What follows belongs to an exercise in optimizing a design on an open flow for small area, a short achievable clock period and few clock cycles; a production flow would make more cautious choices. In this exercise RTL edits were held to simulation tests only and were not proved equivalent to the original. Power is estimated from default activity; no workload was simulated.

==> inputs of run A <==
==> flow/design.v (excerpt) <==
module rledec (
    input  wire        clk,
    input  wire        rst,           
    input  wire        reg_we,
    input  wire [7:0]  reg_addr,      
    input  wire [31:0] reg_wdata,
    output reg  [31:0] reg_rdata,
    output wire        irq,
    output wire        src_req,
    output wire [11:0] src_addr,
    input  wire        src_ack,
    input  wire [7:0]  src_rdata,
    output wire        fb_req,
    output wire [11:0] fb_addr,
    output wire [7:0]  fb_wdata,
    input  wire        fb_ack
);
    localparam [3:0] OP_NOP = 4'h0, OP_RLE4 = 4'h1, OP_RLE5 = 4'h2, OP_NIBBLE = 4'h3,
                     OP_RAW = 4'h4, OP_CLEAR = 4'h5, OP_ABORT = 4'h6;
    localparam [2:0] M_NONE = 3'd0, M_RLE4 = 3'd1, M_RLE5 = 3'd2, M_NIBBLE = 3'd3,
                     M_RAW = 3'd4, M_CLEAR = 3'd5;
    localparam [2:0] C_NONE = 3'd0, C_MAXPIX = 3'd1, C_DATALEN = 3'd2, C_INPUT_END = 3'd3,
                     C_ABORTED = 3'd4, C_DST_RANGE = 3'd5, C_CLEARED = 3'd6;
    localparam [2:0] E_BAD_CMD = 3'd1, E_BUSY_CMD = 3'd2, E_BAD_CFG = 3'd3, E_DST_RANGE = 3'd4;
    localparam [2:0] R_REPEAT = 3'd0, R_REP_COLOR = 3'd1, R_MULTI = 3'd2, R_RUN = 3'd3,
                     R_RUN_DATA = 3'd4;
    localparam [1:0] J_REP = 2'd0, J_RUN = 2'd1, J_NIB = 2'd2, J_RAW = 2'd3;
    reg        irq_en;
    reg        busy, done, err;
    reg [2:0]  cause, errcode;
    reg [31:0] src_ptr, src_limit, datalen, maxpix, pixcount;
    reg [31:0] dst_base, frame_stride, frame_index, padding, line_width;
    reg [31:0] dst_ptr, linecount;
    reg [12:0] count, repcount;    
    reg [2:0]  stage, record, avail;
  ...
clock: 12.0 ns
lec_check: 0
cap_margin: 20
core_margin: 2
core_utilization: 40
cts_buf_list: sky130_fd_sc_hd__clkbuf_8 sky130_fd_sc_hd__clkbuf_16
cts_cluster_diameter: 60
cts_cluster_size: 14
setup_slack_margin: 5
slew_margin: 20
run.sh (not shown) runs the stock make flow with config.mk's settings and CLKGATE_MAP_FILE= SYNTH_SCRIPT=/design/flow/synth_recipe.tcl, a recipe that flattens the netlist after the stock synthesis.
==> run F: changes against run A <==
--- a/flow/design.v
+++ b/flow/design.v
@@ -40,12 +40,13 @@
     reg        wact;        
     reg [1:0]  wkind;
     reg [7:0]  wbyte;       
     reg [12:0] wleft;       
     reg [1:0]  mst;         
     reg [4:0]  mpos;        
+    reg        mbit;        
     wire is_rle4  = (mode == M_RLE4);
     wire is_rle5  = (mode == M_RLE5);
     wire is_rle   = is_rle4 | is_rle5;
     wire is_nib   = (mode == M_NIBBLE);
     wire is_raw   = (mode == M_RAW);
     wire is_clear = (mode == M_CLEAR);
@@ -66,13 +67,13 @@
     wire        pad_nz   = |padding;
     wire [31:0] lc_inc   = linecount + 32'd1;
     wire        line_end = pad_nz & ((lc_inc == line_width) | ~|line_width);
     wire        m_shift = (mst == 2'd1);
     wire        m_base  = (mst == 2'd2);
     wire [31:0] dp_a = m_shift ? {dst_ptr[30:0], 1'b0} : dst_ptr;
-    wire [31:0] dp_b = m_shift ? (frame_index[mpos] ? frame_stride : 32'd0)
+    wire [31:0] dp_b = m_shift ? (mbit ? frame_stride : 32'd0)
                      : m_base  ? dst_base : padding;
     wire [31:0] dp_add = dp_a + dp_b + {31'd0, ~(m_shift | m_base)};
     wire [31:0] dp_inc = dst_ptr + 32'd1;
     wire [31:0] dp_sum = (line_end | m_shift | m_base) ? dp_add : dp_inc;
     wire        j_rep = wact & (wkind == J_REP);
     wire        j_run = wact & (wkind == J_RUN);
@@ -141,15 +142,16 @@
         endcase
     end
     reg [4:0] lead;
     integer i;
     always @(*) begin
         lead = 5'd0;
-        for (i = 0; i < 32; i = i + 1)
-            if (frame_index[i]) lead = i;
+        for (i = 1; i < 32; i = i + 1)
+            if (frame_index[i]) lead = i - 1;
     end
+    wire idx_hi = |frame_index[31:1];
     always @(*) begin
         reg_rdata = 32'd0;
         if (reg_addr[7]) begin
             reg_rdata = {24'd0, auxpal[reg_addr[6:2]]};
         end else begin
             case (reg_addr[6:2])
@@ -172,39 +174,29 @@
                 5'h11: reg_rdata = {19'd0, repcount};
                 default: reg_rdata = 32'd0;
             endcase
         end
     end
     assign irq = irq_en & (done | err);
-    wire [31:0] wd_m  = reg_wdata & {32{~rst}};
-    wire        cfg_w = reg_we & ~reg_addr[7] & ~busy;
-    always @(posedge clk) begin
-        if (rst | (cfg_w & (reg_addr[6:2] == 5'h04))) src_limit    <= wd_m;
-        if (rst | (cfg_w & (reg_addr[6:2] == 5'h06))) maxpix       <= wd_m;
-        if (rst | (cfg_w & (reg_addr[6:2] == 5'h08))) dst_base     <= wd_m;
-        if (rst | (cfg_w & (reg_addr[6:2] == 5'h09))) frame_stride <= wd_m;
-        if (rst | (cfg_w & (reg_addr[6:2] == 5'h0A))) frame_index  <= wd_m;
-        if (rst | (cfg_w & (reg_addr[6:2] == 5'h0B))) padding      <= wd_m;
-        if (rst | (cfg_w & (reg_addr[6:2] == 5'h0C))) line_width   <= wd_m;
-    end
     always @(posedge clk) begin
         if (rst) begin
             irq_en <= 1'b0;
             busy <= 1'b0; done <= 1'b0; err <= 1'b0;
             cause <= C_NONE; errcode <= 3'd0;
-            src_ptr <= 32'd0; datalen <= 32'd0;
-            pixcount <= 32'd0;
-            dst_ptr <= 32'd0; linecount <= 32'd0;
+            src_ptr <= 32'd0; src_limit <= 32'd0; datalen <= 32'd0; maxpix <= 32'd0;
+            pixcount <= 32'd0; dst_base <= 32'd0; frame_stride <= 32'd0; frame_index <= 32'd0;
+            padding <= 32'd0; line_width <= 32'd0; dst_ptr <= 32'd0; linecount <= 32'd0;
             count <= 13'd0; repcount <= 13'd0;
             stage <= 3'd0; record <= R_REPEAT; avail <= 3'd0; acc <= 8'd0; mode <= M_NONE;
             at_max <= 1'b0; wact <= 1'b0; wkind <= J_REP; wbyte <= 8'd0; wleft <= 13'd0;
-            mst <= 2'd0; mpos <= 5'd0;
+            mst <= 2'd0; mpos <= 5'd0; mbit <= 1'b0;
         end else begin
             if (m_shift) begin
                 dst_ptr <= dp_sum;
                 mpos <= mpos - 5'd1;
+                mbit <= frame_index[mpos - 5'd1];
                 if (mpos == 5'd0) mst <= 2'd2;
             end else if (m_base) begin
                 dst_ptr <= dp_sum;
                 mst <= 2'd0;
             end
             if (wgo && is_clear) begin
@@ -320,24 +312,37 @@
                                 count <= 13'd0; repcount <= 13'd0;
                                 avail <= 3'd0; acc <= 8'd0;
                                 linecount <= 32'd0; pixcount <= 32'd0;
                                 at_max <= ~|maxpix;
                                 done <= 1'b0; cause <= C_NONE; busy <= 1'b1;
                                 wact <= 1'b0;
-                                dst_ptr <= 32'd0; mpos <= lead;
-                                mst <= (|frame_index) ? 2'd1 : 2'd2;
+                                if (idx_hi) begin
+                                    dst_ptr <= frame_stride; mst <= 2'd1; mpos <= lead;
+                                    mbit <= frame_index[lead];
+                                end else if (frame_index[0]) begin
+                                    dst_ptr <= frame_stride; mst <= 2'd2;
+                                end else begin
+                                    dst_ptr <= dst_base; mst <= 2'd0;
+                                end
                             end
                         end
                     end
                     5'h01: irq_en <= reg_wdata[0];
                     5'h02: begin  
                         if (reg_wdata[1]) done <= 1'b0;
                         if (reg_wdata[2]) begin err <= 1'b0; errcode <= 3'd0; end
                     end
                     5'h03: if (!busy) src_ptr <= reg_wdata;
+                    5'h04: if (!busy) src_limit <= reg_wdata;
                     5'h05: if (!busy) datalen <= reg_wdata;
+                    5'h06: if (!busy) maxpix <= reg_wdata;
+                    5'h08: if (!busy) dst_base <= reg_wdata;
+                    5'h09: if (!busy) frame_stride <= reg_wdata;
+                    5'h0A: if (!busy) frame_index <= reg_wdata;
+                    5'h0B: if (!busy) padding <= reg_wdata;
+                    5'h0C: if (!busy) line_width <= reg_wdata;
                     default: ;
                 endcase
             end
         end
     end
 endmodule
==> flow/config.mk (replaced) <==
export PLATFORM = sky130hd
export DESIGN_NAME = rledec
export DESIGN_NICKNAME = rledec
export VERILOG_FILES = /design/flow/design.v
export SDC_FILE = /design/flow/constraint.sdc
export NUM_CORES = 4
export LEC_CHECK = 0
export CAP_MARGIN = 20
export CORE_MARGIN = 2
export CORE_UTILIZATION = 40
export SETUP_SLACK_MARGIN = 5
export SLEW_MARGIN = 20
==> run Y: changes against run A <==
==> flow/config.mk (replaced) <==
export PLATFORM = sky130hd
export DESIGN_NAME = rledec
export DESIGN_NICKNAME = rledec
export VERILOG_FILES = /design/flow/design.v
export SDC_FILE = /design/flow/constraint.sdc
export NUM_CORES = 4
export LEC_CHECK = 0
export CAP_MARGIN = 20
export CORE_MARGIN = 2
export CORE_UTILIZATION = 40
export CTS_BUF_LIST = sky130_fd_sc_hd__clkbuf_16
export CTS_CLUSTER_DIAMETER = 80
export CTS_CLUSTER_SIZE = 20
export SETUP_SLACK_MARGIN = 5
export SLEW_MARGIN = 20
==> comparison table <==
quantity                                                                       run A                      run Y                     run F
Worst skew pair latency                                                      0.71 ns                    0.70 ns                   0.70 ns
Result of the run                                                     finished clean             finished clean            finished clean
Hold endpoint                                                                 at_max                     at_max             src_limit[30]
Met1 Routed Length                                                           73.5 mm                    72.5 mm                   81.9 mm
Most frequently used flop master after synthesis           sky130_fd_sc_hd__edfxtp_1  sky130_fd_sc_hd__edfxtp_1  sky130_fd_sc_hd__dfxtp_1
Buffer count from post-CTS setup fixing                                           35                         28                        53
Floorplan Core Area                                                       107000 µm²                 107000 µm²                112000 µm²
Path depth of the worst reg2reg path                                              18                         18                        14
Library cell appearing most often on the critical path       sky130_fd_sc_hd__buf_16                          -   sky130_fd_sc_hd__buf_16
Combinational-cell power consumption                                        0.461 mW                   0.450 mW                  0.373 mW
Source of the worst register-to-register timing path                         mode[0]                    mode[0]                   mode[1]
Flop pwr share                                                                 0.481                      0.553                     0.457
Adder-Cell Fraction of Synth Area                                             0.0205                     0.0205                    0.0195
Highest clock rate                                                           143 MHz                    137 MHz                   141 MHz
Worst-path maximum fanout                                                          7                         16                         8
Share of the final layout cell area in multi-input gates                       0.459                      0.471                     0.514
Most used standard cell by instance count after synthesis  sky130_fd_sc_hd__edfxtp_1  sky130_fd_sc_hd__edfxtp_1  sky130_fd_sc_hd__nand2_1
Total number of nets in the final design                                        4596                       4557                      5350
Final critical-path share of the clock period                                  0.583                      0.609                     0.590
Aggregate global-route resource usage                                          0.319                      0.313                     0.338
Ratio of cells with drive above 1 in the final layout                          0.129                      0.112                     0.110
Total net switching power                                                    1.59 mW                    1.41 mW                   1.44 mW
CTS resizes                                                                      204                        187                       196
Testbench counts of run A, summed over its fixed seeds: cycles 119,687.
Testbench counts of run F, summed over its fixed seeds: cycles 119,605.
Testbench counts of run Y, summed over its fixed seeds: cycles 119,687.

static timing again, ports no longer ideal:
The flow's constraints put no driver on any port. The routed layouts listed below were extracted and timed again, unchanged, in two steps.
Step 1 sets driving cells, clkbuf_16 on the clock port and buf_2 on the other inputs (assumed; they add their load-dependent delay and slew).
Step 2 times the ports against the registers' clock, not the clock port: input delays grow and output delays shrink by t, the midpoint of the rising clock arrivals with the driver on.
a / b / c = no drivers / after step 1 / after step 2; a / b = the first two.
run | shift t [ns] | slack for setup (ns) | worst setup path after step 2 | slew at the worst register clock pin (ns) | pins driven straight from the clock port
run A | 0.762 | 4.998 / 4.786 / 4.784 | input to register | 0.07 / 0.07 | 1
run F | 0.748 | 4.919 / 4.731 / 4.731 | input to output | 0.06 / 0.06 | 1
run Y | 0.748 | 4.693 / 4.606 / 4.606 | input to output | 0.10 / 0.10 | 1
After both steps setup and hold are still met in every run listed. The setup slack of run A, which loses most, moves by -0.212 ns with the drivers and by -0.214 ns with both steps.
